What follows belongs to an exercise in optimizing a design on an open flow for small area, a short achievable clock period and few clock cycles; a production flow would make more cautious choices.
At most, simulation tests tie the RTL to the original design; equivalence was not proved.
No functional check of the RTL was part of runs 1 and 2.
Power is estimated from default activity; no workload was simulated.

## run.sh

```bash
#!/bin/bash
# synth_recipe.tcl (not shown) runs the flow's synth.tcl, then flattens the netlist and writes it again
# the make line also repeats each setting of config.mk as NAME=value (left out here)
make -C /OpenROAD-flow-scripts/flow DESIGN_CONFIG=/design/flow/config.mk WORK_HOME=/design/flow/orfs CLKGATE_MAP_FILE= SYNTH_SCRIPT=/design/flow/synth_recipe.tcl finish
```

## config.mk

```make
export PLATFORM = sky130hd
export DESIGN_NAME = jenkins_lookup3_mixer
export DESIGN_NICKNAME = jenkins_lookup3_mixer
export VERILOG_FILES = /design/flow/design.v
export SDC_FILE = /design/flow/constraint.sdc
export NUM_CORES = 4
export LEC_CHECK = 0
export CAP_MARGIN = 20
export CORE_MARGIN = 2
export CORE_UTILIZATION = 40
export SETUP_SLACK_MARGIN = 2.5
export SLEW_MARGIN = 20
```

## constraint.sdc

```tcl
create_clock -name core_clock -period 6.0 [get_ports {clk}]
set_input_delay 1.2000 -clock core_clock [delete_from_list [all_inputs] [get_ports {clk}]]
set_output_delay 1.2000 -clock core_clock [all_outputs]
set_load 0.01 [all_outputs]
```

## design.v

```verilog
module jenkins_lookup3_mixer (
    input  wire        clk,
    input  wire        rst,         
    input  wire        cmd_valid,
    output wire        cmd_ready,
    input  wire [35:0] cmd_data,
    output wire        rsp_valid,
    input  wire        rsp_ready,
    output wire [35:0] rsp_data,
    output wire        done
);
    localparam [31:0] GOLDEN = 32'h9e3779b9;
    localparam [3:0] OP_NOP    = 4'h0;
    localparam [3:0] OP_STARTZ = 4'h1;
    localparam [3:0] OP_STARTN = 4'h2;
    localparam [3:0] OP_PUSHB  = 4'h3;
    localparam [3:0] OP_PUSHW  = 4'h4;
    localparam [3:0] OP_FINISH = 4'h5;
    localparam [3:0] OP_READ   = 4'h6;
    localparam [3:0] OP_STATUS = 4'h7;
    localparam [3:0] OP_CLEAR  = 4'h8;
    localparam [1:0] PH_IDLE   = 2'd0;
    localparam [1:0] PH_ABSORB = 2'd1;
    localparam [1:0] PH_DONE   = 2'd2;
    localparam [1:0] J_START = 2'd0;
    localparam [1:0] J_ABS   = 2'd1;
    localparam [1:0] J_FIN   = 2'd2;
    localparam [1:0] D_ZERO   = 2'd0;
    localparam [1:0] D_READ   = 2'd1;
    localparam [1:0] D_STATUS = 2'd2;
    reg [1:0]  ph_q;
    reg        z_q;
    reg [3:0]  n_q;
    reg [1:0]  err_q;
    reg [23:0] h_q;         
    reg        hold_q;      
    reg        pf_q;        
    reg [1:0]  pfs_q;       
    reg        jv_q;
    reg [1:0]  jt_q;
    reg [31:0] p_q;
    reg        jmix_q;
    reg [1:0]  jst_q;
    reg        en_q;        
    reg        sst_q;       
    reg        sab_q;       
    reg [5:0]  mx_q;        
    reg [6:0]  fn_q;        
    reg        first_q;     
    reg        mixa_q;      
    reg        fina_q;      
    reg [1:0]  rc_q;        
    reg        selp_q, sb0_q, mix_q, fin_q, sub_q;
    reg        sm4_q, sm6_q, sm8_q, sm16_q, sm19_q;
    reg        sf14_q, sf11_q, sf25_q, sf16_q, sf4_q, sf24_q;
    reg [31:0] r0, r1, r2;
    reg [1:0]  cnt_q;
    reg [3:0]  q0_q, q1_q;
    reg        stp_q;       
    wire slot_free = !jv_q || first_q;
    wire hold_eff  = hold_q && !fn_q[6];
    assign cmd_ready = slot_free && !hold_eff && !pf_q && (cnt_q != 2'd2) && !stp_q;
    assign rsp_valid = (cnt_q != 2'd0);
    assign done      = (ph_q == PH_DONE);
    wire [31:0] status_word = {22'd0, err_q, n_q, 1'b0, z_q, ph_q};
    wire [31:0] rsp_word = (q0_q[1:0] == D_READ)   ? r1 :
                           (q0_q[1:0] == D_STATUS) ? status_word : 32'd0;
    assign rsp_data = {2'b00, q0_q[3:2], rsp_word};
    wire [3:0]  op  = cmd_data[35:32];
    wire [31:0] arg = cmd_data[31:0];
    wire        fire = cmd_valid && cmd_ready;
    reg [1:0] code;
    always @(*) begin
        code = 2'd0;
        if (op > OP_CLEAR)
            code = 2'd1;
        else if ((op == OP_NOP || op == OP_FINISH || op == OP_READ ||
                  op == OP_STATUS || op == OP_CLEAR) && arg != 32'd0)
            code = 2'd2;
        else if (op == OP_PUSHB && arg[31:8] != 24'd0)
            code = 2'd2;
        else if ((op == OP_PUSHB || op == OP_PUSHW || op == OP_FINISH) &&
                 (ph_q == PH_IDLE || (ph_q == PH_DONE && !z_q)))
            code = 2'd3;
        else if (op == OP_READ && ph_q != PH_DONE)
            code = 2'd3;
    end
    wire ok = (code == 2'd0);
    wire [1:0] k = n_q[1:0];
    wire [1:0] j = n_q[3:2];
    wire       is_w = (op == OP_PUSHW);
    wire [3:0] nz = {|arg[31:24], |arg[23:16], |arg[15:8], |arg[7:0]};
    wire [3:0] inb = is_w ? 4'b1111 : 4'b0001;
    wire [3:0] vb;
    assign vb[0] = inb[0] && (!z_q || nz[0]);
    assign vb[1] = inb[1] && vb[0] && (!z_q || nz[1]);
    assign vb[2] = inb[2] && vb[1] && (!z_q || nz[2]);
    assign vb[3] = inb[3] && vb[2] && (!z_q || nz[3]);
    wire       term = z_q && ((inb & nz) != inb);
    wire [2:0] t = {2'd0, vb[0]} + {2'd0, vb[1]} + {2'd0, vb[2]} + {2'd0, vb[3]};
    reg [31:0] rw;
    reg [3:0]  vr;
    always @(*) begin
        case (k)
            2'd0: begin rw = arg;                       vr = vb; end
            2'd1: begin rw = {arg[23:0], arg[31:24]};   vr = {vb[2:0], vb[3]}; end
            2'd2: begin rw = {arg[15:0], arg[31:16]};   vr = {vb[1:0], vb[3:2]}; end
            default: begin rw = {arg[7:0], arg[31:8]};  vr = {vb[0], vb[3:1]}; end
        endcase
    end
    wire [3:0] ge = (k == 2'd0) ? 4'b1111 : (k == 2'd1) ? 4'b1110 :
                    (k == 2'd2) ? 4'b1100 : 4'b1000;
    wire [3:0] mge = vr & ge;
    wire [3:0] mlt = vr & ~ge;
    wire [31:0] wd  = {8'd0, h_q} |
                      (rw & {{8{mge[3]}}, {8{mge[2]}}, {8{mge[1]}}, {8{mge[0]}}});
    wire [23:0] lft = rw[23:0] & {{8{mlt[2]}}, {8{mlt[1]}}, {8{mlt[0]}}};
    wire        cmpl = vr[3];                   
    wire [3:0]  nt = n_q + {1'b0, t};
    wire [3:0]  n_next = (nt >= 4'd12) ? nt - 4'd12 : nt;
    function [1:0] fsteps;
        input [1:0] fj;
        input       fk;       
        begin
            case (fj)
                2'd0:    fsteps = 2'd2;
                2'd1:    fsteps = 2'd1;
                default: fsteps = fk ? 2'd3 : 2'd0;
            endcase
        end
    endfunction
    wire [1:0] j_after = (j == 2'd2) ? 2'd0 : j + 2'd1;
    wire       k_after = |mlt;                  
    reg        cj;          
    reg [1:0]  cjt;
    reg [31:0] cjp;
    reg        cjmix;
    reg [1:0]  cjst;
    always @(*) begin
        cj = 1'b0; cjt = J_ABS; cjp = wd; cjmix = (j == 2'd2); cjst = 2'd0;
        if (ok) begin
            if (op == OP_STARTZ || op == OP_STARTN) begin
                cj = 1'b1; cjt = J_START; cjp = arg;
            end else if (ph_q == PH_ABSORB && (op == OP_PUSHB || op == OP_PUSHW)) begin
                if (cmpl) begin
                    cj = 1'b1; cjt = J_ABS;
                end else if (term) begin
                    cj = 1'b1; cjt = J_FIN; cjst = fsteps(j, |vr);
                    if (vr == 4'd0) cjst = fsteps(j, k != 2'd0);
                end
            end else if (ph_q == PH_ABSORB && op == OP_FINISH) begin
                cj = 1'b1; cjt = J_FIN; cjp = {8'd0, h_q};
                cjst = fsteps(j, k != 2'd0);
            end
        end
    end
    wire pf_load = pf_q && slot_free;
    wire ld_cmd  = fire && cj;
    wire ld      = ld_cmd || pf_load;
    wire [1:0]  ldt  = pf_load ? J_FIN : cjt;
    wire        ldmx = cjmix;
    wire [1:0]  ldst = pf_load ? pfs_q : cjst;
    wire [3:0] ent = ok ? {2'b00, (op == OP_READ) ? D_READ :
                                  (op == OP_STATUS) ? D_STATUS : D_ZERO}
                        : {code, D_ZERO};
    wire pop = rsp_valid && rsp_ready;
    reg [1:0] cnt_n;
    reg [3:0] q0_n, q1_n;
    always @(*) begin
        cnt_n = cnt_q; q0_n = q0_q; q1_n = q1_q;
        if (fire && !pop) begin
            cnt_n = cnt_q + 2'd1;
            if (cnt_q == 2'd0) q0_n = ent; else q1_n = ent;
        end else if (!fire && pop) begin
            cnt_n = cnt_q - 2'd1;
            q0_n = q1_q;
        end else if (fire && pop) begin
            if (cnt_q == 2'd1) q0_n = ent;
            else begin q0_n = q1_q; q1_n = ent; end
        end
    end
    wire rd_after = (fire && op == OP_READ) ||
                    (cnt_q != 2'd0 && q0_q[1:0] == D_READ && !rsp_ready) ||
                    (cnt_q == 2'd2 && q1_q[1:0] == D_READ);
    wire cur_rot = en_q && !sst_q && !sab_q && !(|mx_q) && !(|fn_q);
    wire cont = (sab_q && mixa_q) || ((sab_q || cur_rot) && fina_q) ||
                (|mx_q[4:0]) || (|fn_q[5:0]);
    wire        nj_v  = (jv_q && !first_q) ? 1'b1 : ld;
    wire [1:0]  nj_t  = (jv_q && !first_q) ? jt_q : ldt;
    wire        nj_mx = (jv_q && !first_q) ? jmix_q : ldmx;
    wire [1:0]  nj_st = (jv_q && !first_q) ? jst_q : ldst;
    reg        en_n, sst_n, sab_n, first_n, mixa_n, fina_n;
    reg [5:0]  mx_n;
    reg [6:0]  fn_n;
    reg [1:0]  rc_n;
    always @(*) begin
        en_n = 1'b0; sst_n = 1'b0; sab_n = 1'b0; first_n = 1'b0;
        mixa_n = 1'b0; fina_n = 1'b0; mx_n = 6'd0; fn_n = 7'd0; rc_n = 2'd0;
        if (cont) begin
            en_n = 1'b1;
            if (|mx_q[4:0]) mx_n = {mx_q[4:0], 1'b0};
            else if (|fn_q[5:0]) fn_n = {fn_q[5:0], 1'b0};
            else if (sab_q && mixa_q) mx_n = 6'd1;
            else if (rc_q != 2'd0) begin fina_n = 1'b1; rc_n = rc_q - 2'd1; end
            else fn_n = 7'd1;
        end else if (nj_v && !rd_after) begin
            en_n = 1'b1; first_n = 1'b1;
            case (nj_t)
                J_START: sst_n = 1'b1;
                J_ABS:   begin sab_n = 1'b1; mixa_n = nj_mx; end
                default: if (nj_st != 2'd0) begin
                             sab_n = 1'b1; fina_n = 1'b1; rc_n = nj_st - 2'd1;
                         end else
                             fn_n = 7'd1;
            endcase
        end
    end
    function [31:0] rotl;
        input [31:0] x;
        input integer s;
        begin
            rotl = (x << s) | (x >> (32 - s));
        end
    endfunction
    wire [31:0] nr1  = ~r1;
    wire [31:0] rotm = ({32{sm4_q}}  & rotl(r1, 4))  |
                       ({32{sm6_q}}  & rotl(r1, 6))  |
                       ({32{sm8_q}}  & rotl(r1, 8))  |
                       ({32{sm16_q}} & rotl(r1, 16)) |
                       ({32{sm19_q}} & rotl(r1, 19));
    wire [31:0] opb  = ({32{selp_q}} & p_q)            |
                       ({32{sb0_q}}  & nr1)            |
                       ({32{sf14_q}} & rotl(nr1, 14))  |
                       ({32{sf11_q}} & rotl(nr1, 11))  |
                       ({32{sf25_q}} & rotl(nr1, 25))  |
                       ({32{sf16_q}} & rotl(nr1, 16))  |
                       ({32{sf4_q}}  & rotl(nr1, 4))   |
                       ({32{sf24_q}} & rotl(nr1, 24));
    wire [31:0] opa = (r0 & {32{~sst_q}}) ^ (r1 & {32{fin_q}});
    wire [31:0] sum = opa + opb + {31'd0, sub_q};
    wire [31:0] u   = sum ^ rotm;
    wire [31:0] s2  = r1 + (r2 & {32{mix_q}});
    always @(posedge clk) begin
        if (en_q) begin
            r1 <= u;
            r0 <= sst_q ? GOLDEN : r2;
            r2 <= sst_q ? GOLDEN : s2;
        end
    end
    always @(posedge clk) begin
        if (ld) begin
            p_q    <= pf_load ? {8'd0, h_q} : cjp;
            jt_q   <= ldt;
            jmix_q <= ldmx;
            jst_q  <= ldst;
        end
        if (rst) begin
            ph_q <= PH_IDLE; z_q <= 1'b0; n_q <= 4'd0; err_q <= 2'd0;
            h_q <= 24'd0; hold_q <= 1'b0; pf_q <= 1'b0; pfs_q <= 2'd0;
            jv_q <= 1'b0;
            en_q <= 1'b0; sst_q <= 1'b0; sab_q <= 1'b0; mx_q <= 6'd0;
            fn_q <= 7'd0; first_q <= 1'b0; mixa_q <= 1'b0; fina_q <= 1'b0;
            rc_q <= 2'd0;
            selp_q <= 1'b0; sb0_q <= 1'b0; mix_q <= 1'b0; fin_q <= 1'b0;
            sub_q <= 1'b0; sm4_q <= 1'b0; sm6_q <= 1'b0; sm8_q <= 1'b0;
            sm16_q <= 1'b0; sm19_q <= 1'b0; sf14_q <= 1'b0; sf11_q <= 1'b0;
            sf25_q <= 1'b0; sf16_q <= 1'b0; sf4_q <= 1'b0; sf24_q <= 1'b0;
            cnt_q <= 2'd0; q0_q <= 4'd0; q1_q <= 4'd0; stp_q <= 1'b0;
        end else begin
            en_q <= en_n; sst_q <= sst_n; sab_q <= sab_n; mx_q <= mx_n;
            fn_q <= fn_n; first_q <= first_n; mixa_q <= mixa_n;
            fina_q <= fina_n; rc_q <= rc_n;
            selp_q <= sst_n | sab_n;
            sb0_q  <= |mx_n;  mix_q <= |mx_n;  fin_q <= |fn_n;
            sub_q  <= (|mx_n) | (|fn_n);
            sm4_q  <= mx_n[0] | mx_n[5]; sm6_q <= mx_n[1]; sm8_q <= mx_n[2];
            sm16_q <= mx_n[3]; sm19_q <= mx_n[4];
            sf14_q <= fn_n[0] | fn_n[5]; sf11_q <= fn_n[1]; sf25_q <= fn_n[2];
            sf16_q <= fn_n[3]; sf4_q <= fn_n[4]; sf24_q <= fn_n[6];
            jv_q <= ld ? 1'b1 : (first_q ? 1'b0 : jv_q);
            if (pf_load) pf_q <= 1'b0;
            if (fn_q[6]) hold_q <= 1'b0;
            cnt_q <= cnt_n; q0_q <= q0_n; q1_q <= q1_n;
            if (pop && q0_q[1:0] == D_STATUS) stp_q <= 1'b0;
            if (fire) begin
                if (!ok) begin
                    if (err_q == 2'd0) err_q <= code;
                end else begin
                    case (op)
                    OP_STARTZ, OP_STARTN: begin
                        ph_q <= PH_ABSORB; z_q <= (op == OP_STARTZ);
                        n_q <= 4'd0; h_q <= 24'd0;
                    end
                    OP_PUSHB, OP_PUSHW: if (ph_q == PH_ABSORB) begin
                        if (term) begin
                            ph_q <= PH_DONE; n_q <= 4'd0; hold_q <= 1'b1;
                            if (cmpl) begin
                                h_q <= lft; pf_q <= 1'b1;
                                pfs_q <= fsteps(j_after, k_after);
                            end else
                                h_q <= 24'd0;
                        end else begin
                            n_q <= n_next;
                            h_q <= cmpl ? lft : wd[23:0];
                        end
                    end
                    OP_FINISH: if (ph_q == PH_ABSORB) begin
                        ph_q <= PH_DONE; n_q <= 4'd0; h_q <= 24'd0;
                        hold_q <= 1'b1;
                    end
                    OP_STATUS: stp_q <= 1'b1;
                    OP_CLEAR: begin
                        ph_q <= PH_IDLE; n_q <= 4'd0; z_q <= 1'b0;
                        err_q <= 2'd0; h_q <= 24'd0;
                    end
                    default: ;
                    endcase
                end
            end
        end
    end
endmodule
```

==> metrics.cfg, run 1 <==
[synth]
syn_area_sq_um = 16200
synth-edff-count = 133
yosysSeqAreaShare_pct = 34.1
synth_cells = 1885
synth_top_flop_cell = edfxtp_1
avgSynthCellArea_sq_um = 8.58
synthArstFlopShare_pct = 0
synth-seq-cells = 209
synth_cell_types = 90
ys_warn_count = 1

[placed_design]
portBuffers = 76
post_dp_cell_area_sq_um = 17600
dpl.hpwl_um = 38700
preCtsSetupSlack_ns = 1.04
place_congestion = 0.958

[die]
initial_core_util_pct = 40.6
core_area_sq_um = 39800
rows = 73
fp.dieW_um = 205
io_pins = 79
die_area_sq_um = 42100
dieHeight_um = 205

[sta]
timing.fmax_mhz = 260
slew_violations = 0
finalCritPeriodShare_pct = 64.0
max_slew_margin_pct = 27.8
postLayoutSetupSlackWorst_ns = 2.16
tns_ns = 0
tightest_slew_ns = 1.08
whs_ns = 0.455
period_needed_ns = 3.84
rsz0062_at_grt = yes
worst_clock_skew_ns = 0.0205
hold_viol_final = 0
setup_viol = 0

[clock_tree]
clock-sinks = 209
cts_tree = done
clk_pin_slew_ns = 0.06
hold_buffers = 0
cts_made_buffers = 25
cts_max_level = 1
cts_root_buf = clkbuf_16
clock_path_buffers = 3
insertion_delay_ns = 0.55

[grt]
grt_max_degree = 69
grt_pass1_vias = 15285
antenna_found_initial = 0
grt_overflow_total = 0
grt_pass1_wl_um = 90700
grt.total_usage_pct = 27.9

[critical_path]
crit_buf_inv = 1
worstReg2RegEnd = r1[30]
crit_arrival_ns = 4.13
cpLargestDelayFamily = compound AO/OA/AOI/OAI gates
path_cells = inv_1 > a221oi_2 > nand2_2 > ha_4 > and3_1 > nor3b_1 > o31ai_2 > nand2_1 > or4_4 > a31o_4 > a311o_1 > a31o_2 > a21oi_2 > xnor2_1
cp-start-kind = flop
endpoint_kind = flop
slowest_stage = edfxtp_1
rr_worst_depth = 14
r2r-start = r1[16]
cp.required_ns = 6.29
rrSetupSlack_ns = 2.16
crit_fanout = 6
slowest_delay_ns = 0.53
worstSetupPathType = reg -> reg

[route]
drt_iter0_drc = 2096
vias_per_cell = 6.24
totalWireLength_um = 60500
drtPass1Iterations = 10
wl_per_cell_um = 23.5
drc = 0
vias = 16065
ant_nets = 0

[pwr]
power.density_nw_per_um2 = 175
ir_drop_uv = 184
leakagePower_nw = 8.01

[hold_path]
hp-class = reg -> reg
worstHoldPathCells = 1
min_from = fn_q[0]
holdPathEnd = fn_q[1]

[finish]
final_common_cell = nand2_1
finalNetCount = 2145
diodes = 0
regArea_sq_um = 5550
layout_common_cells = nand2_1 (179), nor2_1 (161), buf_4 (148)
multi_input_comb_area_sq_um = 10800
layout-drive-gt1-share_pct = 23.6
fillers = 3791
area_growth_pct = 26.4
fin_area_sq_um = 20400

[status]
status = no timing/DRC/antenna violations

[flow_run]
cap_violations = 0

## worst reg2reg max path: cells and delay by family (launching register included)
family                   cells  cell delay, ns
XOR/XNOR                     1            0.07
flip-flops                   1            0.53
buffers and inverters        1            0.25
adder cells (fa/ha/maj)      1            0.28
AO/OA/AOI/OAI                6            1.36
AND/OR/NAND/NOR              5            1.10
## cell type report
class	count	area share (%)
timing repair buffer	259	11.1
inverter	71	1.44
clock inverter	10	0.306
sequential	209	27.1
multi-input combinational	1463	53.0
tap	525	3.21
clock buffer	36	3.67
timing repair inverter	3	0.0918
## logic make-up after synthesis
group           Yosys count  share of synthesized area (%)
simple gates            639                           19.5
compound gates          571                           25.3
buf+inv                 217                           5.20
flops                   209                           34.1
xor+xnor                125                           6.77
fa+ha+maj                73                           5.93
mux                      50                           3.16
other cells               1                         0.0232
## repair_timing
| item | 4_1_cts | 5_1_grt |
|---|---|---|
| buffers inserted | 112 | 24 |
| gates cloned | 6 | 1 |
| pin swaps | 56 | 40 |
| setup endpoints to repair | 152 | 98 |
| gates resized for setup | 233 | 146 |
## worst max-delay path by stage
stage	start	endpoint	cells after the start
detailed placement	cmd_data[33]	h_q[12]	10
global placement	cmd_data[33]	n_q[2]	10
floorplan	sb0_q	r1[30]	18
CTS	r1[22]	r1[31]	15
finish	r1[16]	r1[30]	14
global route	r1[13]	r1[30]	15
## synth_stat cells (all sizes together) (7+ instances only)
cell type  count  area share, %
nand2        191            4.5
nor2         167            3.9
edfxtp       133             25
clkbuf       125            2.9
a21oi        107            3.4
xnor2         95            5.1
o22ai         81            3.2
dfxtp         76            9.4
o21ai         75            2.3
ha            67            5.2
inv           67            1.6
and2          66            2.6
nor2b         64            2.5
a221oi        60            3.2
a22oi         54            2.5
mux2i         41            2.5
a222oi        32            2.0
xor2          30            1.6
or2           29            1.1
a21o          28            1.3
a22o          27            1.5
nor3          26           0.80
nand3         24           0.74
buf           21           0.65
nand2b        19           0.73
nor4          15            1.0
o21a          15           0.70
a211oi        12           0.67
a2bb2oi        9           0.49
a31o           9           0.49
mux2           9           0.63
nand4          8           0.31
o31ai          8           0.37
or3            8           0.31
or4            7           0.37
## metrics by stage
stage	utilization, %	std cells	total power, mW
2_1_floorplan	-	1886	1.90
3_3_place_gp	44.2	2387	2.05
3_5_place_dp	44.2	2387	2.06
4_1_cts	49.9	2551	3.58
5_1_grt	51.3	2576	3.71
6_report	51.3	2576	3.58
## layer usage
layer	part of all wire (%)	track usage, %	routed length [um]
met1	40	36.2	24400
met2	46	45.8	27800
met3	8.7	4.96	5280
met4	5.0	11.4	3000
met5	0	0.357	0
## registers in the layout (all words and copies together) (netlist names), 2 cells and up
signal / cells
h_q: 24
rc_q: 2
pfs_q: 2
n_q: 4
jt_q: 2
r2: 32
fn_q: 6
cnt_q: 2
r0: 32
mx_q: 6
err_q: 2
q1_q: 4
ph_q: 2
q0_q: 4
r1: 32
jst_q: 2
p_q: 32
## power breakdown
part,total [mW],switching (mW),internal (mW)
registers,1.57,0.0240,1.55
clock network,1.52,0.644,0.873
logic,0.486,0.292,0.194
==> inputs of run 2 (changes only) <==
--- a/design.v
+++ b/design.v
@@ -12,2 +12,3 @@
     localparam [31:0] GOLDEN = 32'h9e3779b9;
+    localparam integer ADD_KIND = 1;    
     localparam [3:0] OP_NOP    = 4'h0;
@@ -90,12 +91,20 @@
     wire [1:0] j = n_q[3:2];
+    wire       is_s = (op == OP_STARTZ) || (op == OP_STARTN);
+    wire       is_b = (op == OP_PUSHB);
     wire       is_w = (op == OP_PUSHW);
+    wire       is_f = (op == OP_FINISH);
+    wire       argz  = (arg == 32'd0);
+    wire       arghz = (arg[31:8] == 24'd0);
+    wire       absorb = (ph_q == PH_ABSORB);
     wire [3:0] nz = {|arg[31:24], |arg[23:16], |arg[15:8], |arg[7:0]};
-    wire [3:0] inb = is_w ? 4'b1111 : 4'b0001;
+    wire       z0 = !z_q || nz[0];
+    wire       z1 = !z_q || nz[1];
+    wire       z2 = !z_q || nz[2];
+    wire       z3 = !z_q || nz[3];
     wire [3:0] vb;
-    assign vb[0] = inb[0] && (!z_q || nz[0]);
-    assign vb[1] = inb[1] && vb[0] && (!z_q || nz[1]);
-    assign vb[2] = inb[2] && vb[1] && (!z_q || nz[2]);
-    assign vb[3] = inb[3] && vb[2] && (!z_q || nz[3]);
-    wire       term = z_q && ((inb & nz) != inb);
-    wire [2:0] t = {2'd0, vb[0]} + {2'd0, vb[1]} + {2'd0, vb[2]} + {2'd0, vb[3]};
+    assign vb[0] = !pf_q && (is_w || is_b) && z0;
+    assign vb[1] = !pf_q && is_w && z0 && z1;
+    assign vb[2] = !pf_q && is_w && z0 && z1 && z2;
+    assign vb[3] = !pf_q && is_w && z0 && z1 && z2 && z3;
+    wire       term = z_q && (is_w ? !(nz[0] && nz[1] && nz[2] && nz[3]) : !nz[0]);
     reg [31:0] rw;
@@ -118,7 +127,7 @@
     wire        cmpl = vr[3];                   
-    wire [3:0]  nt = n_q + {1'b0, t};
-    wire [3:0]  n_next = (nt >= 4'd12) ? nt - 4'd12 : nt;
+    wire [3:0]  n_p1 = (n_q == 4'd11) ? 4'd0 : n_q + 4'd1;
+    wire [3:0]  n_p4 = (n_q >= 4'd8) ? n_q - 4'd8 : n_q + 4'd4;
     function [1:0] fsteps;
         input [1:0] fj;
-        input       fk;       
+        input       fk;
         begin
@@ -133,27 +142,10 @@
     wire       k_after = |mlt;                  
-    reg        cj;          
-    reg [1:0]  cjt;
-    reg [31:0] cjp;
-    reg        cjmix;
-    reg [1:0]  cjst;
-    always @(*) begin
-        cj = 1'b0; cjt = J_ABS; cjp = wd; cjmix = (j == 2'd2); cjst = 2'd0;
-        if (ok) begin
-            if (op == OP_STARTZ || op == OP_STARTN) begin
-                cj = 1'b1; cjt = J_START; cjp = arg;
-            end else if (ph_q == PH_ABSORB && (op == OP_PUSHB || op == OP_PUSHW)) begin
-                if (cmpl) begin
-                    cj = 1'b1; cjt = J_ABS;
-                end else if (term) begin
-                    cj = 1'b1; cjt = J_FIN; cjst = fsteps(j, |vr);
-                    if (vr == 4'd0) cjst = fsteps(j, k != 2'd0);
-                end
-            end else if (ph_q == PH_ABSORB && op == OP_FINISH) begin
-                cj = 1'b1; cjt = J_FIN; cjp = {8'd0, h_q};
-                cjst = fsteps(j, k != 2'd0);
-            end
-        end
-    end
+    wire        pushok = absorb && (is_w || (is_b && arghz));
+    wire        cj  = is_s || (pushok && (cmpl || term)) || (absorb && is_f && argz);
+    wire [1:0]  cjt = is_s ? J_START : (cmpl && !is_f) ? J_ABS : J_FIN;
+    wire [31:0] cjp = is_s ? arg : wd;
+    wire        cjmix = (j == 2'd2);
+    wire [1:0]  cjst = fsteps(j, (k != 2'd0) || vb[0]);
     wire pf_load = pf_q && slot_free;
-    wire ld_cmd  = fire && cj;
+    wire ld_cmd  = fire && ok && cj;
     wire ld      = ld_cmd || pf_load;
@@ -239,5 +231,6 @@
     wire [31:0] opa = (r0 & {32{~sst_q}}) ^ (r1 & {32{fin_q}});
-    wire [31:0] sum = opa + opb + {31'd0, sub_q};
+    wire [31:0] sum, s2;
+    pfx_add #(.KIND(ADD_KIND)) u_add (.a(opa), .b(opb), .ci(sub_q), .s(sum));
+    pfx_add #(.KIND(ADD_KIND)) u_add2 (.a(r1), .b(r2 & {32{mix_q}}), .ci(1'b0), .s(s2));
     wire [31:0] u   = sum ^ rotm;
-    wire [31:0] s2  = r1 + (r2 & {32{mix_q}});
     always @(posedge clk) begin
@@ -250,4 +243,4 @@
     always @(posedge clk) begin
-        if (ld) begin
-            p_q    <= pf_load ? {8'd0, h_q} : cjp;
+        if (slot_free) begin
+            p_q    <= cjp;
             jt_q   <= ldt;
@@ -294,16 +287,12 @@
                     OP_PUSHB, OP_PUSHW: if (ph_q == PH_ABSORB) begin
+                        h_q <= cmpl ? lft : wd[23:0];
                         if (term) begin
                             ph_q <= PH_DONE; n_q <= 4'd0; hold_q <= 1'b1;
-                            if (cmpl) begin
-                                h_q <= lft; pf_q <= 1'b1;
-                                pfs_q <= fsteps(j_after, k_after);
-                            end else
-                                h_q <= 24'd0;
-                        end else begin
-                            n_q <= n_next;
-                            h_q <= cmpl ? lft : wd[23:0];
-                        end
+                            pf_q <= cmpl;
+                            pfs_q <= fsteps(j_after, k_after);
+                        end else
+                            n_q <= is_w ? n_p4 : n_p1;
                     end
                     OP_FINISH: if (ph_q == PH_ABSORB) begin
-                        ph_q <= PH_DONE; n_q <= 4'd0; h_q <= 24'd0;
+                        ph_q <= PH_DONE; n_q <= 4'd0;
                         hold_q <= 1'b1;
@@ -313,3 +302,3 @@
                         ph_q <= PH_IDLE; n_q <= 4'd0; z_q <= 1'b0;
-                        err_q <= 2'd0; h_q <= 24'd0;
+                        err_q <= 2'd0;
                     end
@@ -322 +311,39 @@
 endmodule
+module pfx_add #(parameter integer KIND = 1) (
+    input  wire [31:0] a,
+    input  wire [31:0] b,
+    input  wire        ci,
+    output wire [31:0] s
+);
+    wire [31:0] p0 = a ^ b;
+    wire [31:0] g0 = a & b;
+    wire [31:0] G [0:5];
+    wire [31:0] P [0:5];
+    assign G[0] = {g0[31:1], g0[0] | (p0[0] & ci)};
+    assign P[0] = p0;
+    genvar l, i;
+    generate
+        for (l = 0; l < 5; l = l + 1) begin : lv
+            for (i = 0; i < 32; i = i + 1) begin : bt
+                if (KIND == 0) begin : ks
+                    if (i >= (1 << l)) begin : op
+                        assign G[l+1][i] = G[l][i] | (P[l][i] & G[l][i - (1 << l)]);
+                        assign P[l+1][i] = P[l][i] & P[l][i - (1 << l)];
+                    end else begin : pass
+                        assign G[l+1][i] = G[l][i];
+                        assign P[l+1][i] = P[l][i];
+                    end
+                end else begin : sk
+                    if ((i >> l) & 1) begin : op
+                        assign G[l+1][i] = G[l][i] | (P[l][i] & G[l][((i >> l) << l) - 1]);
+                        assign P[l+1][i] = P[l][i] & P[l][((i >> l) << l) - 1];
+                    end else begin : pass
+                        assign G[l+1][i] = G[l][i];
+                        assign P[l+1][i] = P[l][i];
+                    end
+                end
+            end
+        end
+    endgenerate
+    assign s = p0 ^ {G[5][30:0], ci};
+endmodule
--- a/config.mk
+++ b/config.mk
@@ -10,3 +10,3 @@
 export CORE_UTILIZATION = 40
-export SETUP_SLACK_MARGIN = 2.5
+export SETUP_SLACK_MARGIN = 3.0
 export SLEW_MARGIN = 20
==> metrics.cfg, run 2 <==
[status]
status = no timing/DRC/antenna violations

[synth]
synth_top_flop_cell = edfxtp_1
synth_most_common_cell = nand2_1
avgSynthCellArea_sq_um = 8.76  ; +2.1%
synth_top_area_share_pct = 26.3  ; +1.6 points
yosysSeqAreaShare_pct = 36.4  ; +2.3 points
yosys.area.top_type = edfxtp_1
ys_top_cells_by_count = nand2_1 (192), edfxtp_1 (133), clkbuf_1 (132), nor2_1 (107), xnor2_1 (88)
synth_cell_types = 67  ; -26%
synth-edff-count = 133  ; unchanged
synth_area_leaders = edfxtp_1 (26%), dfxtp_1 (10%), ha_1 (5.6%)
synth_cells = 1731  ; -8.2%
synth-seq-cells = 209  ; unchanged
syn_area_sq_um = 15200  ; -6.2%
synthArstFlopShare_pct = 0  ; unchanged
ys_warn_count = 2  ; +1

[grt]
grt_pass1_wl_um = 88100  ; -2.8%
grt_pass1_vias = 14358  ; -6.1%
grt_max_degree = 67  ; -2.9%
grt_overflow_total = 0  ; unchanged
grt.total_usage_pct = 29.3  ; +1.4 points
antenna_found_initial = 0  ; unchanged

[hold_path]
hp-class = reg -> reg

[sta]
rsz0062_at_grt = yes
setup_viol = 0  ; unchanged
tightest_slew_ns = 0.929  ; -0.154 ns
worst_clock_skew_ns = 0.0268  ; +0.00634 ns
period_needed_ns = 3.66  ; -0.175 ns
tns_ns = 0  ; unchanged
finalCritPeriodShare_pct = 61.1  ; -2.9 points
hold_viol_final = 0  ; unchanged
slew_violations = 0  ; unchanged
timing.fmax_mhz = 273  ; +4.8%
max_slew_margin_pct = 38.1  ; +10 points

[clock_tree]
clock-sinks = 209  ; unchanged
cts_max_level = 1  ; unchanged
cts_root_buf = clkbuf_16
hold_buffers = 0  ; unchanged
cts_tree = done
clk_pin_slew_ns = 0.06  ; about the same
clock_path_buffers = 3  ; unchanged
insertion_delay_ns = 0.55  ; about the same
cts_made_buffers = 25  ; unchanged

[finish]
area_growth_pct = 32.9
diodes = 0  ; unchanged
layout-drive-gt1-share_pct = 27.5  ; +3.9 points
final_common_cell = nand2_1
regArea_sq_um = 5560  ; +0.18%
fin_area_sq_um = 20100  ; -1.4%
utilization_pct = 53.7  ; +2.4 points
fillers = 3423  ; -9.7%
layout_common_cells = nand2_1 (182), buf_4 (170), edfxtp_1 (133)
multi_input_comb_area_sq_um = 9960  ; -8.1%
finalNetCount = 2046  ; -4.6%

[placed_design]
dpl.hpwl_um = 35400  ; -8.4%
portBuffers = 76  ; unchanged
post_dp_cell_area_sq_um = 16500  ; -6.1%
place_congestion = 0.947  ; -1.1%

[route]
vias = 15281  ; -4.9%
vias_per_cell = 6.22  ; -0.27%
drtPass1Iterations = 13  ; +3
wl_per_cell_um = 24.2  ; +3.0%
ant_nets = 0  ; unchanged
totalWireLength_um = 59400  ; -1.8%
drc = 0  ; unchanged
drt_iter0_drc = 2487  ; +19%

[pwr]
power.total_mw = 3.40  ; -4.9%
leakagePower_nw = 8.28  ; +3.4%
power.density_nw_per_um2 = 169  ; -3.5%
ir_drop_uv = 174  ; -5.2%

[die]
fp.dieW_um = 199  ; -3.1%
die_area_sq_um = 39500  ; -6.1%
dieHeight_um = 199  ; -3.1%
rows = 71  ; -2.7%
io_pins = 79  ; unchanged
initial_core_util_pct = 40.5  ; -0.15 points
core_area_sq_um = 37500  ; -5.9%

[critical_path]
crit_fanout = 3  ; -3
worstSetupPathType = reg -> reg
endpoint_kind = flop
cp-start-kind = flop
rrSetupSlack_ns = 2.34  ; +0.17 ns
crit_arrival_ns = 3.94  ; -0.19 ns
cp.required_ns = 6.28  ; about the same

[flow_run]
cap_violations = 0  ; unchanged

## run 2: cell count changes after synthesis, moves of 8 or more
cell and delta:
nand3_1 -13, a2bb2oi_1 -9, a21oi_1 -19, nand2b_1 +8, a22oi_1 -18, mux2i_1 -32, a222oi_1 +32, a31oi_1 +9
a31o_2 -8, o22ai_1 -11, mux2_2 -8, nor2_1 -59
## run 2: power by group
| group | total [mW] | internal [mW] | switching, mW |
|---|---|---|---|
| Sequential | 1.56 | 1.54 | 0.0234 |
| Clock | 1.48 | 0.820 | 0.661 |
| Combinational | 0.358 | 0.157 | 0.201 |
## run 2: worst paths after layout
kind / from / end / cells after the start
worst min register to register: rc_q[0] / rc_q[0] / 1
worst max-delay path: r1[16] / r1[17] / 14
worst min-delay path: rc_q[0] / rc_q[0] / 1
worst max register to register: r1[16] / r1[17] / 14
## run 2: metrics by stage
step / setup slack (ns) / hold slack [ns] / std cells
floorplan: 2.20 / 0.422 / 1732
global placement: 1.18 / 0.433 / 2208
detailed placement: 1.11 / 0.447 / 2209
CTS: 2.53 / 0.462 / 2422
global route: 2.28 / 0.480 / 2457
finish: 2.34 / 0.461 / 2457
## run 2: timing repair
item,in CTS,in global routing
buffers inserted,160,30
gates cloned,7,5
pin swaps,59,58
endpoints found under the setup margin,182,118
gates resized for setup,406,129
## run 2: final cells by class
type,instances,share of cell area (%)
Timing Repair inverter,1,0.0373
Multi-Input combinational cell,1312,49.4
Timing Repair Buffer,309,14.4
Clock inverter,19,0.789
Sequential cell,209,27.6
Tap cell,511,3.17
Inverter,69,1.49
Clock buffer,27,3.14
## run 2: logic make-up after synthesis
family / synth area share [%]
simple gates: 18.8
compound gates: 25.1
buf+inv: 5.49
flops: 36.4
xor+xnor: 6.53
fa+ha+maj: 7.06
mux: 0.594
other cells: 0.0247
## run 2: worst max-delay path, cell delays in order (launching register included)
cell,delay [ns]
edfxtp_1,0.43
clkinvlp_4,0.25
a221oi_4,0.36
nand2_1,0.13
fa_2,0.35
inv_2,0.06
fa_2,0.21
nor2b_2,0.05
o31a_1,0.29
o21bai_4,0.23
nand2_2,0.11
a21bo_2,0.27
fa_2,0.34
xnor2_1,0.20
xnor2_1,0.11
## run 2: metal layers
metal,vias to the layer above,wire (um),track usage [%]
met1,7250,23200,37.4
met4,2,3560,13.5
met3,283,5850,7.48
li1,6831,-,-
met2,915,26800,46.6
met5,-,31,0.511
==> inputs of run 3 (changes only) <==
--- a/design.v
+++ b/design.v
@@ -56,2 +56,6 @@
     reg        sf14_q, sf11_q, sf25_q, sf16_q, sf4_q, sf24_q;
+    reg        kill_q;      
+    reg        xen_q;       
+    reg        h2_q;        
+    reg        mh_q;        
     reg [31:0] r0, r1, r2;
@@ -149,3 +153,3 @@
     wire pf_load = pf_q && slot_free;
-    wire ld_cmd  = fire && ok && cj;
+    wire ld_cmd  = fire && cj;      
     wire ld      = ld_cmd || pf_load;
@@ -230,13 +234,12 @@
                        ({32{sf24_q}} & rotl(nr1, 24));
-    wire [31:0] opa = (r0 & {32{~sst_q}}) ^ (r1 & {32{fin_q}});
+    wire [31:0] opa = (r0 & {32{~kill_q}}) ^ (r1 & {32{xen_q}});
     wire [31:0] sum, s2;
     pfx_add #(.KIND(ADD_KIND)) u_add (.a(opa), .b(opb), .ci(sub_q), .s(sum));
-    pfx_add #(.KIND(ADD_KIND)) u_add2 (.a(r1), .b(r2 & {32{mix_q}}), .ci(1'b0), .s(s2));
+    pfx_add #(.KIND(ADD_KIND)) u_add2 (.a(r1 & {32{~h2_q}}), .b(r2 & {32{mh_q}}), .ci(1'b0), .s(s2));
     wire [31:0] u   = sum ^ rotm;
     always @(posedge clk) begin
-        if (en_q) begin
-            r1 <= u;
+        r1 <= u;
+        r2 <= sst_q ? GOLDEN : s2;
+        if (en_q)
             r0 <= sst_q ? GOLDEN : r2;
-            r2 <= sst_q ? GOLDEN : s2;
-        end
     end
@@ -260,2 +263,3 @@
             sf25_q <= 1'b0; sf16_q <= 1'b0; sf4_q <= 1'b0; sf24_q <= 1'b0;
+            kill_q <= 1'b1; xen_q <= 1'b1; h2_q <= 1'b1; mh_q <= 1'b1;
             cnt_q <= 2'd0; q0_q <= 4'd0; q1_q <= 4'd0; stp_q <= 1'b0;
@@ -272,2 +276,4 @@
             sf16_q <= fn_n[3]; sf4_q <= fn_n[4]; sf24_q <= fn_n[6];
+            kill_q <= sst_n | !en_n;  xen_q <= (|fn_n) | !en_n;
+            h2_q   <= !en_n;          mh_q  <= (|mx_n) | !en_n;
             jv_q <= ld ? 1'b1 : (first_q ? 1'b0 : jv_q);
--- a/config.mk
+++ b/config.mk
@@ -10,2 +10,3 @@
 export CORE_UTILIZATION = 40
+export PLACE_DENSITY = 0.45
 export SETUP_SLACK_MARGIN = 3.0
==> metrics.cfg, run 3 <==
[clock_tree]
clock-sinks = 212  ; +1.4%
cts_tree = done
insertion_delay_ns = 0.58  ; +0.03 ns
clk_pin_slew_ns = 0.06  ; about the same
cts_max_level = 1  ; unchanged
cts_root_buf = clkbuf_16
clock_path_buffers = 3  ; unchanged
cts_made_buffers = 28  ; +12%
hold_buffers = 0  ; unchanged

[synth]
avgSynthCellArea_sq_um = 8.29  ; -5.4%
synth-seq-cells = 212  ; +1.4%
synth_most_common_cell = nand2_1
synth_top_flop_cell = dfxtp_1
synth_top_area_share_pct = 19.4  ; -7.0 points
synth_cell_types = 80  ; +19%
synth_area_leaders = dfxtp_1 (19%), edfxtp_1 (14%), ha_1 (5.8%)
synth_cells = 1782  ; +2.9%
syn_area_sq_um = 14800  ; -2.6%
yosys.area.top_type = dfxtp_1
ys_top_cells_by_count = nand2_1 (201), dfxtp_1 (143), nor2_1 (128), clkbuf_1 (123), a21oi_1 (108)
ys_warn_count = 2  ; unchanged
synthArstFlopShare_pct = 0  ; unchanged
yosysSeqAreaShare_pct = 33.4  ; -3.0 points
synth-edff-count = 69  ; -48%

[route]
wl_per_cell_um = 27.1  ; +12%
drtPass1Iterations = 12  ; -1
dr_wl_met3_um = 7770  ; +33%
wl_met1_um = 29000  ; +25%
totalWireLength_um = 67000  ; +13%
wl_met2_um = 27100  ; +1.4%
ant_nets = 0  ; unchanged
vias = 15728  ; +2.9%
top_layer_used = met5
drc = 0  ; unchanged
vias_per_cell = 6.37  ; +2.4%
drt_iter0_drc = 2608  ; +4.9%

[die]
initial_core_util_pct = 40.4  ; about the same
fp.dieW_um = 196  ; -1.3%
core_area_sq_um = 36500  ; -2.6%
rows = 70  ; -1.4%
die_area_sq_um = 38500  ; -2.5%
io_pins = 79  ; unchanged
dieHeight_um = 196  ; -1.3%

[placed_design]
portBuffers = 76  ; unchanged
preCtsSetupSlack_ns = 1.19  ; +0.0811 ns
dpl.hpwl_um = 42100  ; +19%
place_congestion = 0.970  ; +2.5%
post_dp_cell_area_sq_um = 16000  ; -3.3%

[grt]
grt_overflow_total = 0  ; unchanged
antenna_found_initial = 1  ; +1
grt_max_degree = 54  ; -19%
grt_pass1_wl_um = 98200  ; +11%
grt_pass1_vias = 14834  ; +3.3%
grt.total_usage_pct = 34.2  ; +4.8 points

[hold_path]
hp-class = reg -> reg
min_from = h_q[18]

[critical_path]
cp-start-kind = flop
crit_arrival_ns = 3.86  ; -0.08 ns
r2r-start = fn_q[1]
cp.required_ns = 6.45  ; +0.17 ns
startpoint = fn_q[1]
crit_fanout = 6  ; +3
worstSetupPathType = reg -> reg
endpoint_kind = flop

[status]
status = no timing/DRC/antenna violations

[sta]
timing.fmax_mhz = 293  ; +7.5%
tns_ns = 0  ; unchanged
worst_clock_skew_ns = 0.0369  ; +0.0101 ns
hold_viol_final = 0  ; unchanged
rsz0062_at_grt = yes
tightest_slew_ns = 0.770  ; -0.159 ns
setup_viol = 0  ; unchanged
period_needed_ns = 3.41  ; -0.257 ns
max_slew_margin_pct = 48.7  ; +11 points
finalCritPeriodShare_pct = 56.8  ; -4.3 points
postLayoutSetupSlackWorst_ns = 2.59  ; +0.257 ns
slew_violations = 0  ; unchanged

[finish]
finalNetCount = 2098  ; +2.5%
fin_area_sq_um = 20200  ; +0.16%
layout-drive-gt1-share_pct = 32.2  ; +4.6 points
layout_common_cells = nand2_1 (180), buf_4 (174), nor2_1 (113)
area_growth_pct = 36.6
final_common_cell = nand2_1
utilization_pct = 55.3  ; +1.5 points

[pwr]
ir_drop_uv = 244  ; +40%
power.density_nw_per_um2 = 366  ; +120%
power.total_mw = 7.38  ; +120%
leakagePower_nw = 8.33  ; +0.55%

[flow_run]
cap_violations = 0  ; unchanged

run 3: changes by cell type after synthesis, sizes merged, moves of 15 or more:
| cell | before | now |
|---|---|---|
| a21oi | 85 | 108 |
| a22o | 34 | 19 |
| and2 | 65 | 39 |
| dfxtp | 76 | 143 |
| edfxtp | 133 | 69 |
| nor2 | 107 | 130 |
run 3: layout make-up:
cell class	count	area, sq um
fill	3356	16300
multi-input combinational	1349	10300
sequential	212	5070
timing repair buffer	311	2880
clock buffer	39	835
tap	468	586
inverter	74	389
clock inverter	13	85.1
timing repair inverter	3	18.8
antenna	1	2.50
run 3: kinds of logic (layout without fill, tap and decap cells):
kind of cell / Yosys count / count (layout) / share of synthesized area [%]
compound gates: 551 / 551 / 26.4
xor+xnor: 120 / 120 / 7.12
fa+ha+maj: 79 / 79 / 7.25
buf+inv: 224 / 440 / 5.92
flops: 212 / 212 / 33.4
mux: 6 / 6 / 0.415
other cells: 1 / 3 / 0.0254
simple gates: 589 / 591 / 19.4
run 3: final timing paths:
| check | to | slack, ns | depth (start not counted) |
|---|---|---|---|
| worst max-delay path | r1[29] | 2.59 | 16 |
| worst min-delay path | h_q[18] | 0.45 | 2 |
| worst max register to register | r1[29] | 2.59 | 16 |
| worst min register to register | h_q[18] | 0.45 | 2 |
run 3: where the power goes:
group          total (mW)  switching (mW)  internal (mW)
combinational        3.42            1.98           1.44
sequential           2.30           0.443           1.85
clock                1.67           0.693          0.973
total                7.38            3.12           4.27
run 3: routing by layer:
metal | global-route usage [%] | up-vias
met2 | 49.4 | 972
met5 | 0 | -
met4 | 10.6 | 4
li1 | - | 6988
met3 | 10.3 | 243
met1 | 48.6 | 7521
run 3: timing repair:
action                                  CTS  global route
endpoints found under the setup margin  183           127
setup buffers                           151            39
pin swaps                                79            78
gates resized for setup                 573           166
gates cloned                              8             2
run 3: critical path, stage by stage, from the launching register on:
cell	delay [ns]
dfxtp_2	0.33
buf_12	0.14
clkinvlp_4	0.16
o22ai_1	0.12
a221oi_2	0.30
nand2_1	0.14
ha_1	0.41
and4_1	0.22
o21ai_0	0.08
o21bai_4	0.21
a2111oi_4	0.39
nor2_2	0.10
o21ai_2	0.18
buf_6	0.15
a31oi_4	0.10
nor2b_4	0.14
xnor2_1	0.12
run 3: per-stage QoR:
stage / instances / hold slack [ns]
6_report: 2470 / 0.451
5_1_grt: 2469 / 0.472
4_1_cts: 2428 / 0.453
3_5_place_dp: 2217 / 0.439
3_3_place_gp: 2217 / 0.436
2_1_floorplan: 1783 / 0.420
Testbench counts of run 3, summed over its fixed seeds: cycles 6,729.
==> inputs of run 4 (changes only) <==
--- a/config.mk
+++ b/config.mk
@@ -10,3 +10,2 @@
 export CORE_UTILIZATION = 40
-export PLACE_DENSITY = 0.45
 export SETUP_SLACK_MARGIN = 3.0
==> metrics.cfg, run 4 <==
[synth]
yosysSeqAreaShare_pct = 33.4  ; unchanged
synth_cells = 1782  ; unchanged
synth_top_family_by_area = compound AO/OA/AOI/OAI gates
synth_most_common_cell = nand2_1
synthArstFlopShare_pct = 0  ; unchanged
ys_warn_count = 2  ; unchanged
syn_area_sq_um = 14800  ; unchanged
ys_top_cells_by_count = nand2_1 (201), dfxtp_1 (143), nor2_1 (128), clkbuf_1 (123), a21oi_1 (108)
synth-seq-cells = 212  ; unchanged
synth_cell_types = 80  ; unchanged
synth_area_leaders = dfxtp_1 (19%), edfxtp_1 (14%), ha_1 (5.8%)
synth_top_flop_cell = dfxtp_1
synth_xor_area_share_pct = 7.12  ; unchanged
yosys.area.top_type = dfxtp_1
avgSynthCellArea_sq_um = 8.29  ; unchanged
synth-edff-count = 69  ; unchanged
synth_mux_area_share_pct = 0.415  ; unchanged
synth_adder_area_share_pct = 7.25  ; unchanged
synthSimpleGateAreaFrac_pct = 19.4  ; unchanged
synth_top_area_share_pct = 19.4  ; unchanged
synth_compound_area_share_pct = 26.4  ; unchanged

[critical_path]
startpoint = r1[8]
slowest_delay_ns = 0.49  ; +0.08 ns
cpLargestDelayFamily = compound AO/OA/AOI/OAI gates
cp.required_ns = 6.47  ; +0.02 ns
worstSetupPathType = reg -> reg
r2r-start = r1[8]
cp-start-kind = flop
path_cells = o22ai_4 > a221oi_2 > nand2_1 > fa_2 > inv_2 > fa_2 > nor2b_4 > o31a_1 > o21bai_4 > a2111oi_4 > nor2_1 > buf_4 > o21ai_4 > buf_6 > a21o_1 > a21oi_2 > xnor2_1
endpoint_kind = flop
crit_arrival_ns = 3.89  ; +0.03 ns
crit_fanout = 5  ; -1
slowest_stage = dfxtp_2
crit_buf_inv = 3  ; unchanged
cp_common_cell = fa_2

[finish]
utilization_pct = 54.4  ; -0.85 points
layout-drive-gt1-share_pct = 30.8  ; -1.4 points
fin_area_sq_um = 19900  ; -1.5%
finalNetCount = 2079  ; -0.91%
final_common_cell = nand2_1
diodes = 0  ; -1
area_growth_pct = 34.5
instances_no_fill = 2447  ; -0.93%
layout_common_cells = nand2_1 (186), buf_4 (164), nor2_1 (112)

[clock_tree]
cts_made_buffers = 25  ; -11%
clock-sinks = 212  ; unchanged
cts_root_buf = clkbuf_16
clk_pin_slew_ns = 0.07  ; about the same
cts_max_level = 1  ; unchanged
cts_tree = done
clock_path_buffers = 3  ; unchanged
insertion_delay_ns = 0.55  ; -0.03 ns
hold_buffers = 0  ; unchanged

[placed_design]
preCtsSetupSlack_ns = 1.25  ; +0.0615 ns
place_congestion = 0.978  ; +0.76%
portBuffers = 76  ; unchanged
dpl.hpwl_um = 38500  ; -8.7%
dp_cells = 2213  ; -0.18%
post_dp_cell_area_sq_um = 16000  ; -0.20%

[route]
wl_per_cell_um = 25.4  ; -6.3%
drtPass1Iterations = 13  ; +1
vias = 15633  ; -0.60%
totalWireLength_um = 62200  ; -7.1%
drc = 0  ; unchanged
ant_nets = 0  ; unchanged
vias_per_cell = 6.39  ; +0.33%
drt_iter0_drc = 2957  ; +13%

[grt]
grt_pass1_vias = 14854  ; +0.13%
grt_max_degree = 53  ; -1.9%
grt_pass1_wl_um = 91900  ; -6.4%
grt.total_usage_pct = 31.3  ; -2.9 points
antenna_found_initial = 0  ; -1
grt_overflow_total = 0  ; unchanged

[die]
die_area_sq_um = 38500  ; unchanged
core_area_sq_um = 36500  ; unchanged
initial_core_util_pct = 40.4  ; unchanged
rows = 70  ; unchanged
fp.dieW_um = 196  ; unchanged
io_pins = 79  ; unchanged
dieHeight_um = 196  ; unchanged

[flow_run]
cap_violations = 0  ; unchanged

[sta]
postLayoutSetupSlackWorst_ns = 2.58  ; -0.0107 ns
tns_ns = 0  ; unchanged
max_slew_margin_pct = 21.7  ; -27 points
worst_clock_skew_ns = 0.0198  ; -0.0172 ns
period_needed_ns = 3.42  ; +0.0107 ns
setup_viol = 0  ; unchanged
rsz0062_at_grt = yes
timing.fmax_mhz = 293  ; -0.31%
finalCritPeriodShare_pct = 57.0  ; +0.18 points
whs_ns = 0.453  ; +0.00167 ns
hold_viol_final = 0  ; unchanged
slew_violations = 0  ; unchanged
tightest_slew_ns = 1.17  ; +0.403 ns

[status]
status = no timing/DRC/antenna violations

[pwr]
power.total_mw = 7.17  ; -2.8%
ir_drop_uv = 247  ; +1.5%
power.density_nw_per_um2 = 361  ; -1.3%
leakagePower_nw = 8.12  ; -2.5%

[hold_path]
hp-class = reg -> reg
min_from = fn_q[0]

[run 4: cell counts after synthesis]
Identical to the previous run, type by type.
[run 4: path summary, 6_finish.rpt]
| check | end | slack [ns] | cells after the start |
|---|---|---|---|
| hold / removal | fn_q[1] | 0.45 | 1 |
| setup reg to reg | r1[26] | 2.58 | 17 |
| setup / recovery | r1[26] | 2.58 | 17 |
| hold reg to reg | fn_q[1] | 0.45 | 1 |
[run 4: kinds of logic (layout without fill, tap and decap cells)]
logic type,count (synthesis),in the layout
AO/OA/AOI/OAI,551,551
XOR/XNOR,120,120
adder cells (fa/ha/maj),79,79
buffers and inverters,224,417
flip-flops,212,212
multiplexers,6,6
other,1,2
AND/OR/NAND/NOR,589,592
[run 4: layout make-up]
type / instances / area [sq um]
Clock buffer: 29 / 641
Clock inverter: 17 / 184
Fill cell: 3259 / 16600
Inverter: 74 / 410
Multi-Input combinational cell: 1350 / 10300
Sequential cell: 212 / 5070
Tap cell: 468 / 586
Timing Repair Buffer: 293 / 2670
Timing Repair inverter: 4 / 26.3
[run 4: layer usage]
layer	global-route usage (%)	part of all wire, %	up-vias	wire length (um)
met5	0	0.037	-	23
met4	16.0	7.0	2	4370
met3	8.85	11	310	6600
met2	48.6	43	1021	26900
met1	39.7	39	7372	24300
li1	-	-	6928	-
[run 4: where the power goes]
| group | switching, mW | total [mW] | leakage (nW) | internal, mW |
|---|---|---|---|---|
| clock | 0.649 | 1.55 | 0.404 | 0.904 |
| combinational | 1.87 | 3.27 | 5.80 | 1.40 |
| sequential | 0.500 | 2.35 | 1.92 | 1.85 |
[run 4: repair_timing]
item	4_1_cts	5_1_grt
pin swaps	72	100
cloned	10	0
resized for setup	457	228
setup buffers	130	48
setup endpoints to repair	182	137
[run 4: worst register-to-register path, cell delays in order (launching register included)]
cell,delay (ns)
dfxtp_2,0.49
o22ai_4,0.11
a221oi_2,0.22
nand2_1,0.12
fa_2,0.39
inv_2,0.07
fa_2,0.25
nor2b_4,0.05
o31a_1,0.35
o21bai_4,0.21
a2111oi_4,0.10
nor2_1,0.13
buf_4,0.18
o21ai_4,0.09
buf_6,0.15
a21o_1,0.18
a21oi_2,0.14
xnor2_1,0.12
==> inputs of run 5 (changes only) <==
--- a/config.mk
+++ b/config.mk
@@ -10,2 +10,4 @@
 export CORE_UTILIZATION = 40
+export CTS_BUF_LIST = sky130_fd_sc_hd__clkbuf_4 sky130_fd_sc_hd__clkbuf_8
+export PLACE_DENSITY = 0.45
 export SETUP_SLACK_MARGIN = 3.0
==> metrics.cfg, run 5 <==
[status]
status = no timing/DRC/antenna violations

[sta]
worst_clock_skew_ns = 0.0316  ; +0.0118 ns
tns_ns = 0  ; unchanged
max_slew_margin_pct = 53.0  ; +31 points
timing.fmax_mhz = 297  ; +1.5%
hold_viol_final = 0  ; unchanged
finalCritPeriodShare_pct = 56.1  ; -0.85 points
tightest_slew_ns = 0.705  ; -0.468 ns
rsz0062_at_grt = yes
setup_viol = 0  ; unchanged
slew_violations = 0  ; unchanged
period_needed_ns = 3.37  ; -0.0510 ns
postLayoutSetupSlackWorst_ns = 2.63  ; +0.0510 ns

[grt]
grt_max_degree = 54  ; +1.9%
top_usage_layer = met2
groute.layer.met1.usage_pct = 47.6  ; +8.0 points
grt_overflow_total = 0  ; unchanged
grt_pass1_wl_um = 98300  ; +7.0%
grt.total_usage_pct = 34.3  ; +3.1 points
antenna_found_initial = 1  ; +1
grtUsageMet2_pct = 48.9  ; +0.30 points
met3_usage_pct = 11.0  ; +2.2 points
grt_pass1_vias = 14956  ; +0.69%

[synth]
synth-edff-count = 69  ; unchanged
yosysSeqAreaShare_pct = 33.4  ; unchanged
avgSynthCellArea_sq_um = 8.29  ; unchanged
ys_warn_count = 2  ; unchanged
synth_top_flop_cell = dfxtp_1
synth_most_common_cell = nand2_1
synth_top_area_share_pct = 19.4  ; unchanged
synth_cell_types = 80  ; unchanged
yosys.area.top_type = dfxtp_1
syn_area_sq_um = 14800  ; unchanged
synth_cells = 1782  ; unchanged
synth_area_leaders = dfxtp_1 (19%), edfxtp_1 (14%), ha_1 (5.8%)
ys_top_cells_by_count = nand2_1 (201), dfxtp_1 (143), nor2_1 (128), clkbuf_1 (123), a21oi_1 (108)
synth-seq-cells = 212  ; unchanged
synthArstFlopShare_pct = 0  ; unchanged

[clock_tree]
clock-sinks = 212  ; unchanged
cts_made_buffers = 42  ; +68%
clock_path_buffers = 3  ; unchanged
clk_pin_slew_ns = 0.06  ; about the same
hold_buffers = 0  ; unchanged
cts_tree = done
insertion_delay_ns = 0.61  ; +0.06 ns
cts_root_buf = clkbuf_8
cts_max_level = 2  ; +1

[critical_path]
path_cells = clkinvlp_4 > a221oi_2 > nand2_2 > fa_2 > inv_2 > fa_2 > nor2b_4 > o31a_1 > o21bai_4 > nand2_2 > buf_6 > buf_6 > nor2_4 > o21bai_4 > a21oi_4 > o21bai_1 > xnor2_1
endpoint_kind = flop
slowest_delay_ns = 0.39  ; -0.10 ns
crit_fanout = 3  ; -2
worstSetupPathType = reg -> reg
rrSetupSlack_ns = 2.63  ; +0.05 ns
cp.required_ns = 6.49  ; +0.02 ns
cp-start-kind = flop
slowest_stage = dfxtp_4
crit_arrival_ns = 3.86  ; -0.03 ns

[pwr]
internal-power_mw = 4.25  ; +2.3%
clock_power_share_pct = 22.5  ; +0.8 points
netSwitchingPower_mw = 3.09  ; +2.3%
pwr-share-comb_pct = 46.1  ; +0.6 points
ir_drop_uv = 171  ; -31%
leakagePower_nw = 8.38  ; +3.3%
power.total_mw = 7.34  ; +2.3%
p_sw_share_pct = 42.1  ; about the same
power.density_nw_per_um2 = 363  ; +0.64%
pwr-share-seq_pct = 31.4  ; -1.4 points

[finish]
layout-drive-gt1-share_pct = 33.5  ; +2.7 points
finalNetCount = 2118  ; +1.9%
layout_common_cells = buf_4 (180), nand2_1 (179), nor2_1 (112)
fin_area_sq_um = 20200  ; +1.6%
instances_no_fill = 2501  ; +2.2%
final_common_cell = buf_4
area_growth_pct = 36.7

[die]
core_area_sq_um = 36500  ; unchanged
io_pins = 79  ; unchanged
rows = 70  ; unchanged
dieHeight_um = 196  ; unchanged
fp.dieW_um = 196  ; unchanged
initial_core_util_pct = 40.4  ; unchanged
die_area_sq_um = 38500  ; unchanged

[route]
drtPass1Iterations = 14  ; +1
wl_per_cell_um = 26.9  ; +5.8%
drc = 0  ; unchanged
drt_iter0_drc = 2433  ; -18%
vias = 15761  ; +0.82%
ant_nets = 0  ; unchanged
totalWireLength_um = 67200  ; +8.1%
vias_per_cell = 6.30  ; -1.4%

[placed_design]
portBuffers = 76  ; unchanged
post_dp_cell_area_sq_um = 16000  ; +0.20%
dp_cells = 2217  ; +0.18%
place_congestion = 0.970  ; -0.76%
preCtsSetupSlack_ns = 1.19  ; -0.0615 ns
dpl.hpwl_um = 42100  ; +9.5%

[flow_run]
cap_violations = 0  ; unchanged

[hold_path]
hp-class = reg -> reg

## run 5: cell count changes in the layout (fill, tap and decap cells not counted), sizes merged, moves of 2 or more
cell	change
buf	+39
clkbuf	+25
clkinvlp	-3
diode	+2
dlygate4sd2	-7
inv	-2
## run 5: final timing paths
path	startpoint	end	depth (start not counted)
min reg2reg	h_q[17]	h_q[17]	2
max reg2reg	r1[18]	r1[14]	17
min	h_q[17]	h_q[17]	2
max	r1[18]	r1[14]	17
## run 5: layer usage
layer	vias to the layer above	wire length [um]	share of wire (%)
li1	7023	-	-
met1	7522	28800	43
met2	947	27100	40
met3	267	7810	12
met4	2	3480	5.2
met5	-	40	0.059
## run 5: what timing repair did
item	in CTS	in global routing
gates cloned	8	2
setup buffers	151	45
resized for setup	538	198
pin swaps	71	87
setup endpoints to repair	182	127
## run 5: power by group through the flow
| stage | clock, mW | sequential (mW) | combinational, mW |
|---|---|---|---|
| after floorplan | 0 | 1.92 | 1.65 |
| after global placement | 0 | 2.32 | 2.28 |
| after detailed placement | 0 | 2.30 | 2.28 |
| after CTS | 1.69 | 2.26 | 3.11 |
| after global routing | 1.74 | 2.30 | 3.55 |
| final | 1.65 | 2.30 | 3.38 |
## run 5: cell type report
class / count / area, sq um
multi-input combinational: 1349 / 10300
fill: 3385 / 16300
clock buffer: 61 / 746
timing repair inverter: 3 / 18.8
timing repair buffer: 317 / 2870
clock inverter: 15 / 179
tap: 468 / 586
antenna: 2 / 5.00
inverter: 74 / 393
sequential: 212 / 5070
## run 5: cell families after synthesis
family	synth area share, %
compound gates	26.4
xor+xnor	7.12
fa+ha+maj	7.25
buf+inv	5.92
flops	33.4
mux	0.415
other cells	0.0254
simple gates	19.4
## run 5: critical path, delay by kind of cell (launching register included)
kind                       cells  cell delay [ns]
AOI/OAI and AO/OA              6             1.20
adders and majority gates      2             0.57
buffers and inverters          4             0.51
and+or+nand+nor                4             0.43
DFF                            1             0.39
xor gates and xnor gates       1             0.13
## run 5: metrics by stage
step	util [%]	hold slack, ns
after floorplan	-	0.420
after global placement	43.8	0.436
after detailed placement	43.8	0.439
after CTS	52.9	0.452
after global routing	55.3	0.465
final	55.3	0.452
==> inputs of run 6 (changes only) <==
--- a/config.mk
+++ b/config.mk
@@ -12,3 +12,4 @@
 export PLACE_DENSITY = 0.45
-export SETUP_SLACK_MARGIN = 3.0
+export SETUP_SLACK_MARGIN = 3.5
 export SLEW_MARGIN = 20
+export TNS_END_PERCENT = 0
==> metrics.cfg, run 6 <==
[status]
status = no timing/DRC/antenna violations

[grt]
antenna_found_initial = 0  ; -1
grt_max_degree = 54  ; unchanged
grt.total_usage_pct = 33.0  ; -1.3 points
grt_pass1_wl_um = 94700  ; -3.6%

[clock_tree]
insertion_delay_ns = 0.62  ; about the same
clock_path_buffers = 3  ; unchanged
cts_tree = done
cts_max_level = 2  ; unchanged
cts_root_buf = clkbuf_8

[critical_path]
path_cells = inv_6 > buf_12 > o22ai_1 > a221oi_1 > nand2_1 > ha_1 > a21o_1 > a21o_1 > a21oi_1 > o21ai_4 > buf_6 > a41o_1 > xnor2_1
cp.required_ns = 6.47  ; -0.02 ns
rrSetupSlack_ns = 2.56  ; -0.07 ns
endpoint_kind = flop
worstReg2RegEnd = r1[27]
worstSetupPathType = reg -> reg
rr_worst_depth = 13  ; -4
slowest_delay_ns = 0.60  ; +0.21 ns
cpLargestDelayFamily = compound AO/OA/AOI/OAI gates
slowest_stage = a221oi_1
crit_arrival_ns = 3.91  ; +0.05 ns
r2r-start = sf14_q

[synth]
synth_cells = 1782  ; unchanged
synth_top_area_share_pct = 19.4  ; unchanged
syn_area_sq_um = 14800  ; unchanged
avgSynthCellArea_sq_um = 8.29  ; unchanged
synth_area_leaders = dfxtp_1 (19%), edfxtp_1 (14%), ha_1 (5.8%)
ys_warn_count = 2  ; unchanged
yosys.area.top_type = dfxtp_1
synth_top_flop_cell = dfxtp_1
synth_cell_types = 80  ; unchanged
synthArstFlopShare_pct = 0  ; unchanged
yosysSeqAreaShare_pct = 33.4  ; unchanged
synth-seq-cells = 212  ; unchanged

[flow_run]
cap_violations = 0  ; unchanged

[pwr]
power.total_mw = 6.79  ; -7.4%
p_sw_share_pct = 42.7  ; +0.55 points
netSwitchingPower_mw = 2.90  ; -6.2%
ir_drop_uv = 195  ; +14%

[route]
wl_per_cell_um = 26.8  ; -0.40%
drt_iter0_drc = 2545  ; +4.6%
totalWireLength_um = 64100  ; -4.7%
vias_per_cell = 6.36  ; +0.98%
vias = 15234  ; -3.3%

[hold_path]
hp-class = reg -> reg
worstHoldPathCells = 2  ; unchanged
holdPathEnd = h_q[17]
min_from = h_q[17]

[sta]
worst_clock_skew_ns = 0.0334  ; +0.00177 ns
period_needed_ns = 3.44  ; +0.0734 ns
hold_viol_final = 0  ; unchanged
rsz0062_at_grt = yes
finalCritPeriodShare_pct = 57.3  ; +1.2 points
timing.fmax_mhz = 291  ; -2.1%
max_slew_margin_pct = 49.2  ; -3.8 points
setup_viol = 0  ; unchanged

[finish]
fin_area_sq_um = 18700  ; -7.2%
utilization_pct = 51.3  ; -4.0 points
fillers = 3530  ; +4.3%
final_common_cell = nand2_1
layout_common_cells = nand2_1 (195), nor2_1 (122), dfxtp_1 (104)
area_growth_pct = 26.9
layout-drive-gt1-share_pct = 21.5  ; -12 points

[die]
initial_core_util_pct = 40.4  ; unchanged
die_area_sq_um = 38500  ; unchanged
core_area_sq_um = 36500  ; unchanged
fp.dieW_um = 196  ; unchanged
io_pins = 79  ; unchanged
dieHeight_um = 196  ; unchanged

[placed_design]
place_congestion = 0.989  ; +2.0%
dpl.hpwl_um = 41700  ; -1.1%

-- run 6: cell counts after synthesis --
No cell type changed its count.
-- run 6: worst max path at each step --
stage	depth (start not counted)	from	to	slack [ns]
after floorplan	10	cmd_data[12]	h_q[10]	2.76
after global placement	9	cmd_data[5]	h_q[14]	1.24
after detailed placement	9	cmd_data[5]	h_q[14]	1.24
after CTS	18	fn_q[4]	r1[30]	2.70
after global routing	16	fn_q[2]	r1[30]	2.53
final	13	sf14_q	r1[27]	2.56
-- run 6: repair_timing --
item / 4_1_cts / 5_1_grt
setup endpoints to repair: 200 / 197
gates resized for setup: 285 / 44
gates cloned: 10 / 0
pin swaps: 34 / 26
buffers inserted: 74 / 20
-- run 6: layer usage --
metal  share of wire [%]  global-route usage, %
met4                 4.4                   12.7
met3                  11                   9.83
met1                  44                   47.4
met2                  40                   46.1
met5                   0                  0.894
-- run 6: worst reg2reg max path, cell delays in order, from the launching register on --
cell and delay (ns):
dfxtp_2 0.44, inv_6 0.14, buf_12 0.13, o22ai_1 0.07, a221oi_1 0.60, nand2_1 0.23, ha_1 0.42, a21o_1 0.20
a21o_1 0.19, a21oi_1 0.24, o21ai_4 0.14, buf_6 0.14, a41o_1 0.24, xnor2_1 0.12
-- run 6: final cells by class --
class	instances	area, sq um	share of cell area [%]
repair inverters	3	18.8	0.100
multi-input cells	1348	9690	51.7
clock buffers	60	744	3.97
clock inverters	14	129	0.687
repair buffers	214	2150	11.5
well taps	468	586	3.12
flip-flops and latches	212	5050	26.9
diodes	1	2.50	0.0133
inverters	74	375	2.00
-- run 6: power by group through the flow --
stage                     sequential [mW]  combinational [mW]  clock (mW)
after floorplan                      1.92                1.63           0
after CTS                            2.31                2.63        1.60
after global routing                 2.37                3.01        1.67
after detailed placement             2.32                2.26           0
final                                2.38                2.84        1.57
after global placement               2.33                2.26           0
-- run 6: metrics by stage --
stage	setup WS (ns)	hold slack (ns)
after floorplan	2.76	0.420
after global placement	1.24	0.439
after detailed placement	1.24	0.438
after CTS	2.70	0.452
after global routing	2.53	0.480
final	2.56	0.453
-- run 6: cells by family after synthesis --
logic type / count (synthesis) / share of synthesized area [%]
XOR/XNOR: 120 / 7.12
multiplexers: 6 / 0.415
AND/OR/NAND/NOR: 589 / 19.4
adder cells (fa/ha/maj): 79 / 7.25
buffers and inverters: 224 / 5.92
other: 1 / 0.0254
flip-flops: 212 / 33.4
AO/OA/AOI/OAI: 551 / 26.4

==> separate check: timing with driven ports <==
In the flow no input, the clock included, has a driving cell. The finished layouts below were timed again as built, in two steps. Step 1, drivers: a clkbuf_16 drives clk and a buf_2 each remaining input, both assumed. Step 2 times the ports against the registers' clock, not the clock port: input delays grow and output delays shrink by t, the midpoint of the rising clock arrivals with the driver on. Three values: no drivers, after step 1, after step 2; two values: the first two.
| run | shift t [ns] | setup WS [ns] |
|---|---|---|
| run 1 | 0.601 | 2.161 / 2.161 / 1.926 |
| run 2 | 0.595 | 2.336 / 2.336 / 2.142 |
| run 3 | 0.622 | 2.593 / 2.593 / 2.312 |
| run 4 | 0.594 | 2.582 / 2.582 / 2.312 |
| run 5 | 0.645 | 2.633 / 2.633 / 2.286 |
| run 6 | 0.655 | 2.559 / 2.559 / 1.999 |
After both steps setup and hold are still met in every run listed.
